Source: an optimization exercise on an open RTL-to-GDS flow (aim: small area and a short achievable clock period). Production flows keep margins and buffers that such runs may drop. Where RTL was checked, it was by simulation tests only, not by an equivalence proof against the original. No activity file was given, so power comes from the tool's default toggle rates.

Setup of main:
Design link_engine, start of the top module:
module link_engine (
    input  wire        clk,
    input  wire        role,           
    input  wire        op_valid,
    input  wire [11:0] op,
    output wire        op_ready,
    output reg         rsp_ok,
    output reg  [7:0]  rsp_data,
    output reg         line_req_out,
    output reg         line_dc_out
);
    localparam integer N = 50;
    localparam [2:0] S_IDLE = 3'd0,    
                     S_RS   = 3'd1,    
                     S_RC   = 3'd2,    
                     S_RCA  = 3'd3,    
                     S_RDY  = 3'd4,    
                     S_DTX  = 3'd5,    
                     S_DCF  = 3'd6,    
                     S_DCA  = 3'd7;    
    assign op_ready = 1'b1;
    reg [2:0]     ls;
    reg [8*N-1:0] txm;                  
    reg [8*N-1:0] rxm;
    reg [4:0]     tx_wh, rx_wh;         
    reg [9:0]     tx_wl, rx_wl;         
    reg [4:0]     tx_rh, rx_rh;         
    reg [9:0]     tx_rl, rx_rl;         
    reg           tx_ne, tx_full, rx_ne, rx_full;
    reg [2:0]     tx_idx, rx_idx;
    reg [7:0]     tx_byte;              
    reg [6:0]     rx_sh;                
    wire [7:0] tx_head, rx_head;
    wire       tx_wr_to_rd, tx_rd_to_wr, rx_wr_to_rd, rx_rd_to_wr;
    wire [4:0] tx_whf = tx_wh | {5{tx_full}};
    wire [4:0] rx_whf = rx_wh | {5{rx_full}};
    genvar s;
    generate
        for (s = 0; s < N; s = s + 1) begin : g_slot
            always @(posedge clk) begin
                if (!(tx_whf[s / 10] | tx_wl[s % 10]))
                    txm[8*s +: 8] <= op[7:0];
                if (!(rx_whf[s / 10] | rx_wl[s % 10]))
                    rxm[8*s +: 8] <= {op[0], rx_sh};
            end
        end
    endgenerate
    le_head_mux tx_mux (.rh(tx_rh), .rl(tx_rl), .m(txm), .head(tx_head));
    le_head_mux rx_mux (.rh(rx_rh), .rl(rx_rl), .m(rxm), .head(rx_head));
    le_ptr_cmp tx_cmp (.wh(tx_wh), .wl(tx_wl), .rh(tx_rh), .rl(tx_rl),
                       .wr_next_is_rd(tx_wr_to_rd), .rd_next_is_wr(tx_rd_to_wr));
    le_ptr_cmp rx_cmp (.wh(rx_wh), .wl(rx_wl), .rh(rx_rh), .rl(rx_rl),
                       .wr_next_is_rd(rx_wr_to_rd), .rd_next_is_wr(rx_rd_to_wr));
    wire tx_pending = (tx_idx != 3'd7) || tx_ne;
  ...
Size: about 900 flip-flops, ~27 I/O pins, about 33000 um^2 of cells after synthesis.
Settings: LEC_CHECK=0, CAP_MARGIN=20, CORE_MARGIN=2, CORE_UTILIZATION=80, CTS_BUF_LIST=sky130_fd_sc_hd__clkbuf_16, CTS_CLUSTER_DIAMETER=80, CTS_CLUSTER_SIZE=30, SETUP_SLACK_MARGIN=2.8, SLEW_MARGIN=20, SYNTH_HIERARCHICAL=1, SYNTH_MINIMUM_KEEP_SIZE=0; clock period 5.0 ns.
standard.sh (not shown) runs the stock make flow with config.mk's settings and CLKGATE_MAP_FILE= SYNTH_SCRIPT=/design/flow/synth_recipe.tcl, a recipe that flattens the netlist after the stock synthesis.
==> flow/flow/run.sh <==
#!/bin/bash
# Standard ORFS layout, with the port buffers made from buf_4 cells instead
# of the buffer that buffer_ports picks by default.
set -euo pipefail
bash standard.sh "BUFFER_PORTS_ARGS=-buffer_cell sky130_fd_sc_hd__buf_4" finish > orfs_make.log 2>&1
--- input diff main..the feature branch ---
Settings: CORE_UTILIZATION changed from 80 to 70.
[summary]
main did not stop at any stage, and its layout met the timing, design-rule and antenna checks.
In summary, the feature branch completed successfully, with a layout that passed the timing, design-rule and antenna checks.
Sort the feature branch and main by number of fillers in the final layout, descending, and the feature branch comes first.
The feature branch vs. main: share of cell area taken by multi-input logic gates went down by 0.18 points.
Maximum single-stage delay on the critical path in the feature branch vs main: down 80 ps
Function was not checked in any run of this note: the RTL went through the layout flow alone.

---

Setup of zinc:
link_engine, a different RTL version from the one above (not shown whole).
For scale: ~1900 cells after synthesis, ~900 flip-flops, ~27 I/O pins, ~0.032 mm^2 of cells after synthesis.
Design link_engine, start of the top module:
module link_engine (
    input  wire        clk,
    input  wire        role,           
    input  wire        op_valid,
    input  wire [11:0] op,
    output wire        op_ready,
    output reg         rsp_ok,
    output reg  [7:0]  rsp_data,
    output reg         line_req_out,
    output reg         line_dc_out
);
    localparam integer N = 50;
    localparam [2:0] S_IDLE = 3'd0,    
                     S_RS   = 3'd1,    
                     S_RC   = 3'd2,    
                     S_RCA  = 3'd3,    
                     S_RDY  = 3'd4,    
                     S_DTX  = 3'd5,    
                     S_DCF  = 3'd6,    
                     S_DCA  = 3'd7;    
    assign op_ready = 1'b1;
    reg [2:0]     ls;
    reg [8*N-1:0] txm;                  
    reg [8*N-1:0] rxm;
    reg [4:0]     tx_wh, tx_rh, rx_wh, rx_rh;    
    reg [9:0]     tx_wl, tx_rl, rx_wl, rx_rl;    
    reg           tx_ne, tx_full, rx_ne, rx_full;
    reg [2:0]     tx_idx, rx_idx;
    reg [7:1]     tx_byte;              
  ...
Settings: LEC_CHECK=0, CAP_MARGIN=20, CORE_MARGIN=2, CORE_UTILIZATION=70, CTS_BUF_LIST=sky130_fd_sc_hd__clkbuf_16, CTS_CLUSTER_DIAMETER=80, CTS_CLUSTER_SIZE=30, GPL_TIMING_DRIVEN=1, SETUP_SLACK_MARGIN=2.8, SLEW_MARGIN=20, SYNTH_HIERARCHICAL=1, SYNTH_MINIMUM_KEEP_SIZE=0; clock period 5.0 ns.
run.sh (not shown) runs the stock make flow with config.mk's settings and CLKGATE_MAP_FILE= SYNTH_SCRIPT=/design/flow/synth_recipe.tcl, a recipe that flattens the netlist after the stock synthesis.
Stock flow here: none of the scripts above is used.
Per the final summary, zinc finished and its layout is clean on timing, DRC and antenna.
Changes in maple relative to zinc:
Settings: GPL_TIMING_DRIVEN: 1 -> unset.
==> flow/flow/run.sh (new file) <==
#!/bin/bash
# Standard ORFS layout, with the port buffers made from buf_4 cells instead
# of the buffer that buffer_ports picks by default.
set -euo pipefail
bash standard.sh "BUFFER_PORTS_ARGS=-buffer_cell sky130_fd_sc_hd__buf_4" finish > orfs_make.log 2>&1
==> flow/standard.sh (new file) <==
#!/bin/bash
# synth_recipe.tcl (not shown) runs the flow's synth.tcl, then flattens the netlist and writes it again
# the make line also repeats each setting of config.mk as NAME=value (left out here)
make -C /OpenROAD-flow-scripts/flow DESIGN_CONFIG=/design/flow/config.mk WORK_HOME=/design/flow/orfs CLKGATE_MAP_FILE= SYNTH_SCRIPT=/design/flow/synth_recipe.tcl "${@:-finish}"
removed: flow/run.sh
## What came out
Diff zinc..maple | clock period minus worst slack | negligible. Summary of maple over zinc: placed cell area closely matched the old numbers; setup slack neither gained nor lost much.
[inputs] cedar vs maple
==> flow/run.sh (new file) <==
#!/bin/bash
# synth_recipe.tcl (not shown) runs the flow's synth.tcl, then flattens the netlist and writes it again
# the make line also repeats each setting of config.mk as NAME=value (left out here)
make -C /OpenROAD-flow-scripts/flow DESIGN_CONFIG=/design/flow/config.mk WORK_HOME=/design/flow/orfs CLKGATE_MAP_FILE= SYNTH_SCRIPT=/design/flow/synth_recipe.tcl finish
removed: flow/flow/run.sh
removed: flow/standard.sh
[summary]
cedar closes out successfully: all stages finished, all timing, DRC and antenna checks passed.
cedar -> maple: register area flat
Pin count of the biggest net entering global routing (higher): cedar
Higher via count goes to cedar over maple.
The final period utilization was comparable across maple and cedar.
Looking at maple and cedar, the post-route worst setup slack is a wash.
Delta (cedar minus maple): weighted congestion reported at the end of routability-driven placement held steady, die area ~0 delta.
No run of this note included a check of the RTL's function; only the layout flow was run.

---

lane 1:
Another version of the RTL of link_engine (not shown whole).
For scale: about 1600 cells after synthesis, about 850 flip-flops.
Settings: LEC_CHECK=0, CAP_MARGIN=20, CORE_MARGIN=2, CORE_UTILIZATION=60, CTS_BUF_LIST=sky130_fd_sc_hd__clkbuf_8, CTS_CLUSTER_DIAMETER=60, CTS_CLUSTER_SIZE=16, SETUP_SLACK_MARGIN=2.0, SLEW_MARGIN=20, SYNTH_HIERARCHICAL=1, SYNTH_MINIMUM_KEEP_SIZE=0; clock period 5.0 ns.
Stock flow here: none of the scripts above is used.
Input-level comparison between lane 2 and lane 1:
--- a/flow/config.mk
+++ b/flow/config.mk
@@ -9,8 +9,7 @@
 export CORE_MARGIN = 2
 export CORE_UTILIZATION = 60
-export CTS_BUF_LIST = sky130_fd_sc_hd__clkbuf_8
-export CTS_CLUSTER_DIAMETER = 60
-export CTS_CLUSTER_SIZE = 16
-export SETUP_SLACK_MARGIN = 2.0
+export CTS_BUF_LIST = sky130_fd_sc_hd__clkbuf_16
+export CTS_CLUSTER_DIAMETER = 80
+export CTS_CLUSTER_SIZE = 30
 export SLEW_MARGIN = 20
 export SYNTH_HIERARCHICAL = 1
==> run notes <==
Taking lane 1 as the reference, in lane 2 routed wire length per instance held steady, total power climbed 0.24 mW, part of the power in combinational logic lower, number of instances resized during post-cts repair -43, wire length -about 2.4%. Design area down 1.4% in lane 2 wrt lane 1. Number of buffers created by CTS: lane 2 and lane 1 compared, higher one is lane 1. In the flow results for lane 2 and lane 1, the via count is larger on lane 1. Worst hold slack of lane 1 is on par with lane 2. Compared with lane 1, lane 2 shows a met1 usage in global routing that is 0.42 points lower.
No run of this note included a check of the RTL's function; only the layout flow was run.

---

Another version of the RTL of link_engine (not shown whole).
Size in the first run: ~2100 cells after synthesis, about 900 flip-flops, about 27 I/O pins, about 33000 µm² of cells after synthesis.
export LEC_CHECK = 0
export CAP_MARGIN = 20
export CORE_MARGIN = 2
export CORE_UTILIZATION = 70
export CTS_BUF_LIST = sky130_fd_sc_hd__clkbuf_16
export CTS_CLUSTER_DIAMETER = 80
export CTS_CLUSTER_SIZE = 30
export SETUP_SLACK_MARGIN = 2.8
export SLEW_MARGIN = 20
export SYNTH_HIERARCHICAL = 1
export SYNTH_MINIMUM_KEEP_SIZE = 0
create_clock -name core_clock -period 5.0 [get_ports {clk}]
standard.sh (not shown) runs the stock make flow with config.mk's settings and CLKGATE_MAP_FILE= SYNTH_SCRIPT=/design/flow/synth_recipe.tcl, a recipe that flattens the netlist after the stock synthesis.
==> flow/flow/run.sh <==
#!/bin/bash
# Standard ORFS layout, with the port buffers made from buf_4 cells instead
# of the buffer that buffer_ports picks by default.
set -euo pipefail
bash standard.sh "BUFFER_PORTS_ARGS=-buffer_cell sky130_fd_sc_hd__buf_4" finish > orfs_make.log 2>&1
Edit:
==> flow/flow/run.sh (replaced) <==
#!/bin/bash
set -euo pipefail
bash standard.sh "BUFFER_PORTS_ARGS=-buffer_cell sky130_fd_sc_hd__buf_2" \
    "CTS_ARGS=-sink_clustering_enable -repair_clock_nets -sink_clustering_size 30 -sink_clustering_max_diameter 80 -buf_list sky130_fd_sc_hd__clkbuf_16 -dont_use_dummy_load" \
    finish > orfs_make.log 2>&1
SETUP_SLACK_MARGIN = 3.03   (was 2.8)
What happened: Fmax climbs by 8.1%. Setup slack gets better by 170 ps. Combinational power hardly moves. Cell area came out higher by about 2%. Count of clock-buffer cells in the layout shrinks by 1.

---

## v1
The RTL this note starts from:
==> flow/design.v <==
module link_engine (
    input  wire        clk,
    input  wire        role,           
    input  wire        op_valid,
    input  wire [11:0] op,
    output wire        op_ready,
    output reg         rsp_ok,
    output reg  [7:0]  rsp_data,
    output reg         line_req_out,
    output reg         line_dc_out
);
    localparam integer N = 50;
    localparam [2:0] S_IDLE = 3'd0,    
                     S_RS   = 3'd1,    
                     S_RC   = 3'd2,    
                     S_RCA  = 3'd3,    
                     S_RDY  = 3'd4,    
                     S_DTX  = 3'd5,    
                     S_DCF  = 3'd6,    
                     S_DCA  = 3'd7;    
    assign op_ready = 1'b1;
    reg [2:0]     ls;
    reg [8*N-1:0] txm;                  
    reg [8*N-1:0] rxm;
    reg [4:0]     tx_wh, rx_wh;         
    reg [9:0]     tx_wl, rx_wl;         
    reg [4:0]     tx_rh, rx_rh;         
    reg [9:0]     tx_rl, rx_rl;         
    reg           tx_ne, tx_full, rx_ne, rx_full;
    reg [2:0]     tx_idx, rx_idx;
    reg [7:0]     tx_byte;              
    reg [6:0]     rx_sh;                
    wire [7:0] tx_head, rx_head;
    wire       tx_wr_to_rd, tx_rd_to_wr, rx_wr_to_rd, rx_rd_to_wr;
    genvar s;
    generate
        for (s = 0; s < N; s = s + 1) begin : g_slot
            always @(posedge clk) begin
                if (!tx_full && !(tx_wh[s / 10] | tx_wl[s % 10]))
                    txm[8*s +: 8] <= op[7:0];
                if (!rx_full && !(rx_wh[s / 10] | rx_wl[s % 10]))
                    rxm[8*s +: 8] <= {op[0], rx_sh};
            end
        end
    endgenerate
    le_head_mux tx_mux (.rh(tx_rh), .rl(tx_rl), .m(txm), .head(tx_head));
    le_head_mux rx_mux (.rh(rx_rh), .rl(rx_rl), .m(rxm), .head(rx_head));
    le_ptr_cmp tx_cmp (.wh(tx_wh), .wl(tx_wl), .rh(tx_rh), .rl(tx_rl),
                       .wr_next_is_rd(tx_wr_to_rd), .rd_next_is_wr(tx_rd_to_wr));
    le_ptr_cmp rx_cmp (.wh(rx_wh), .wl(rx_wl), .rh(rx_rh), .rl(rx_rl),
                       .wr_next_is_rd(rx_wr_to_rd), .rd_next_is_wr(rx_rd_to_wr));
    wire tx_pending = (tx_idx != 3'd7) || tx_ne;
    wire is_init  = op_valid && (op[11:8] == 4'b0000);
    wire is_send  = op_valid && (op[11:8] == 4'b0001);
    wire is_recv  = op_valid && (op[11:8] == 4'b0010);
    wire is_avail = op_valid && (op[11:8] == 4'b0011);
    wire ev_rqf   = op_valid && (op[11:8] == 4'b1000);
    wire ev_rqr   = op_valid && (op[11:8] == 4'b1001);
    wire ev_dcf   = op_valid && (op[11:8] == 4'b1010);
    wire ev_dcr   = op_valid && (op[11:8] == 4'b1011);
    wire t1 = ev_dcf && ls == S_RS;
    wire t2 = ev_dcr && ls == S_RCA;
    wire t3 = ev_dcf && ls == S_DTX;
    wire t4 = ev_dcr && ls == S_DCA;
    wire t5 = ev_rqf && ls == S_IDLE;
    wire t6 = ev_rqf && ls == S_RS && role;
    wire t7 = ev_rqr && ls == S_RC;
    wire t8 = ev_rqf && ls == S_RDY;
    wire t9 = ev_rqr && ls == S_DCF;
    wire tx_enq = is_send && !tx_full;
    wire tx_deq = t2 && tx_idx == 3'd7 && tx_ne;
    wire rx_enq = t8 && rx_idx == 3'd6 && !rx_full;
    wire rx_deq = is_recv && rx_ne;
    wire [2:0] tx_idx_inc = tx_idx + 3'd1;
    wire       tx_bit = (tx_idx == 3'd7) ? (tx_ne && tx_byte[0]) : tx_byte[tx_idx_inc];
    always @(posedge clk) begin
        rsp_ok   <= is_init || tx_enq || ((is_recv || is_avail) && rx_ne);
        rsp_data <= rx_deq ? rx_head : 8'h00;
        if (is_init) begin
            ls           <= S_IDLE;
            line_req_out <= 1'b1;
            line_dc_out  <= 1'b1;
        end else if (tx_enq && !tx_ne && ls == S_IDLE) begin
            ls           <= S_RS;
            line_req_out <= 1'b0;
        end else if (t1) begin
            ls           <= S_RCA;
            line_req_out <= 1'b1;
        end else if (t2) begin
            ls           <= S_DTX;
            line_req_out <= 1'b0;
            line_dc_out  <= tx_bit;
        end else if (t3) begin
            ls           <= S_DCA;
            line_req_out <= 1'b1;
            line_dc_out  <= 1'b1;
        end else if (t5 || t6) begin
            ls           <= S_RC;
            line_req_out <= 1'b1;
            line_dc_out  <= 1'b0;
        end else if (t7) begin
            ls           <= S_RDY;
            line_dc_out  <= 1'b1;
        end else if (t8) begin
            ls           <= S_DCF;
            line_dc_out  <= 1'b0;
        end else if (t4 || t9) begin
            line_dc_out  <= 1'b1;
            if (tx_pending) begin
                ls           <= S_RS;
                line_req_out <= 1'b0;
            end else begin
                ls           <= S_IDLE;
            end
        end
        if (is_init) begin
            tx_ne   <= 1'b0;
            tx_full <= 1'b0;
            tx_idx  <= 3'd7;
        end else if (tx_enq) begin
            tx_ne   <= 1'b1;
            tx_full <= tx_wr_to_rd;
        end else if (t2) begin
            if (tx_idx != 3'd7)
                tx_idx <= tx_idx_inc;
            else if (tx_ne) begin
                tx_idx  <= 3'd0;
                tx_full <= 1'b0;
                tx_ne   <= !tx_rd_to_wr;
            end
        end
        if (tx_idx == 3'd7)
            tx_byte <= tx_ne ? tx_head : op[7:0];
        if (is_init) begin
            rx_ne   <= 1'b0;
            rx_full <= 1'b0;
            rx_idx  <= 3'd7;
        end else if (t8) begin
            rx_idx <= rx_idx + 3'd1;
            if (rx_enq) begin
                rx_ne   <= 1'b1;
                rx_full <= rx_wr_to_rd;
            end
        end else if (rx_deq) begin
            rx_full <= 1'b0;
            rx_ne   <= !rx_rd_to_wr;
        end
        if (t8)
            rx_sh <= {op[0], rx_sh[6:1]};
        if (is_init) begin
            tx_wl <= 10'h3FE;  tx_wh <= 5'h1E;
            tx_rl <= 10'h001;  tx_rh <= 5'h01;
            rx_wl <= 10'h3FE;  rx_wh <= 5'h1E;
            rx_rl <= 10'h001;  rx_rh <= 5'h01;
        end else begin
            if (tx_enq) begin
                tx_wl <= {tx_wl[8:0], tx_wl[9]};
                if (!tx_wl[9]) tx_wh <= {tx_wh[3:0], tx_wh[4]};
            end
            if (tx_deq) begin
                tx_rl <= {tx_rl[8:0], tx_rl[9]};
                if (tx_rl[9]) tx_rh <= {tx_rh[3:0], tx_rh[4]};
            end
            if (rx_enq) begin
                rx_wl <= {rx_wl[8:0], rx_wl[9]};
                if (!rx_wl[9]) rx_wh <= {rx_wh[3:0], rx_wh[4]};
            end
            if (rx_deq) begin
                rx_rl <= {rx_rl[8:0], rx_rl[9]};
                if (rx_rl[9]) rx_rh <= {rx_rh[3:0], rx_rh[4]};
            end
        end
    end
endmodule
module le_head_mux (
    input  wire [4:0]   rh,
    input  wire [9:0]   rl,
    input  wire [399:0] m,
    output wire [7:0]   head
);
    wire [49:0]  nsel;               
    wire [199:0] y;                  
    genvar g, b;
    generate
        for (g = 0; g < 50; g = g + 1) begin : g_sel
            assign nsel[g] = ~(rh[g / 10] & rl[g % 10]);
        end
        for (g = 0; g < 25; g = g + 1) begin : g_pair
            for (b = 0; b < 8; b = b + 1) begin : g_bit
                le_oai22 u (.a1(nsel[2*g]),   .a2(m[16*g + b]),
                            .b1(nsel[2*g+1]), .b2(m[16*g + 8 + b]),
                            .y(y[8*g + b]));
            end
        end
        for (b = 0; b < 8; b = b + 1) begin : g_and
            wire [24:0] col;
            for (g = 0; g < 25; g = g + 1) begin : g_c
                assign col[g] = y[8*g + b];
            end
            assign head[b] = ~|col;
        end
    endgenerate
endmodule
module le_ptr_cmp (
    input  wire [4:0] wh,
    input  wire [9:0] wl,
    input  wire [4:0] rh,
    input  wire [9:0] rl,
    output wire       wr_next_is_rd,
    output wire       rd_next_is_wr
);
    wire [9:0] wl_n = {wl[8:0], wl[9]};
    wire [9:0] rl_n = {rl[8:0], rl[9]};
    wire [4:0] wh_n = wl[9] ? wh : {wh[3:0], wh[4]};
    wire [4:0] rh_n = rl[9] ? {rh[3:0], rh[4]} : rh;
    assign wr_next_is_rd = |(~wl_n & rl) & |(~wh_n & rh);
    assign rd_next_is_wr = |(rl_n & ~wl) & |(rh_n & ~wh);
endmodule
module le_oai22 (
    input  wire a1, a2, b1, b2,
    output wire y
);
    assign y = ~((a1 | a2) & (b1 | b2));
endmodule
Settings: LEC_CHECK=0, CAP_MARGIN=20, CORE_MARGIN=2, CORE_UTILIZATION=70, CTS_BUF_LIST=sky130_fd_sc_hd__clkbuf_16, CTS_CLUSTER_DIAMETER=80, CTS_CLUSTER_SIZE=30, SETUP_SLACK_MARGIN=2.8, SLEW_MARGIN=20, SYNTH_HIERARCHICAL=1, SYNTH_MINIMUM_KEEP_SIZE=0, TNS_END_PERCENT=10; clock period 5.0 ns.
==> flow/flow/run.sh <==
#!/bin/bash
# Standard ORFS layout, with the port buffers made from buf_4 cells instead
# of the buffer that buffer_ports picks by default.
set -euo pipefail
bash standard.sh "BUFFER_PORTS_ARGS=-buffer_cell sky130_fd_sc_hd__buf_4" finish > orfs_make.log 2>&1
v1 has completed all stages; timing, DRC and antenna checks passed.
## Diff of input files: v12 against v1
Settings: clearing TNS_END_PERCENT, which used to be 10; swapping 2.8 for 3.1 in SETUP_SLACK_MARGIN.
--- outcome ---
Diff v1 -> v12 | area occupied by registers | up slightly. First-pass iteration count of the detailed router: v12 < v1. When v12 is measured against v1, its design area turns out about 8% higher. Average routed wire per standard cell, v12 vs v1: up by a few percent. Critical path start-end classification = reg -> reg: v1; critical path start-end classification = in -> reg: v12. v1 ended up with rsp_data[3]$_SDFF_PN0_ as its endpoint of the worst setup timing path; v12 ended up with tx_wh[2]$_SDFFE_PP1P_. Number of nets in the final layout: v12 > v1. A critical-path cell with the highest stage delay of sky130_fd_sc_hd__nor4_1 is what v1 shows, while sky130_fd_sc_hd__or4b_4 belongs to v12.

## port drivers added, routing unchanged
The flow's constraints put no driver on any port. The routed layouts listed below were extracted and timed again, unchanged, in two steps. Step 1 assumes that a clkbuf_16 drives the clock port and a buf_2 every other input. Step 2 moves the port delays by t, midway between the first and last clock arrival at a register: inputs arrive t later, outputs are due t later. That takes back most of the time a late clock gives input paths. Slacks: ideal / step 1 / step 2; pairs: ideal / step 1.
run	t (ns)	slack for setup (ns)	worst hold slack (ns)
main	0.637	2.659 / 2.659 / 2.282	0.460 / 0.460 / 0.460
the feature branch	0.664	2.765 / 2.765 / 2.188	0.471 / 0.471 / 0.471
zinc	0.649	2.284 / 2.284 / 2.033	0.502 / 0.502 / 0.502
maple	0.647	2.284 / 2.284 / 2.067	0.476 / 0.476 / 0.476
cedar	0.649	2.284 / 2.284 / 2.033	0.502 / 0.502 / 0.502
lane 1	0.750	2.070 / 2.070 / 1.368	0.446 / 0.446 / 0.446
lane 2	0.645	1.318 / 1.357 / 0.712	0.444 / 0.444 / 0.444
the first run of note 4	0.644	2.775 / 2.775 / 2.267	0.464 / 0.464 / 0.464
the second run of note 4	0.655	2.941 / 2.880 / 2.320	0.517 / 0.517 / 0.517
v1	0.655	2.576 / 2.576 / 2.144	0.520 / 0.520 / 0.520
v12	0.651	2.818 / 2.835 / 2.185	0.467 / 0.467 / 0.467
After both steps every run listed still meets setup and hold. The setup slack of lane 1, which loses most, moves by 0.000 ns with the drivers and by -0.702 ns with both steps.
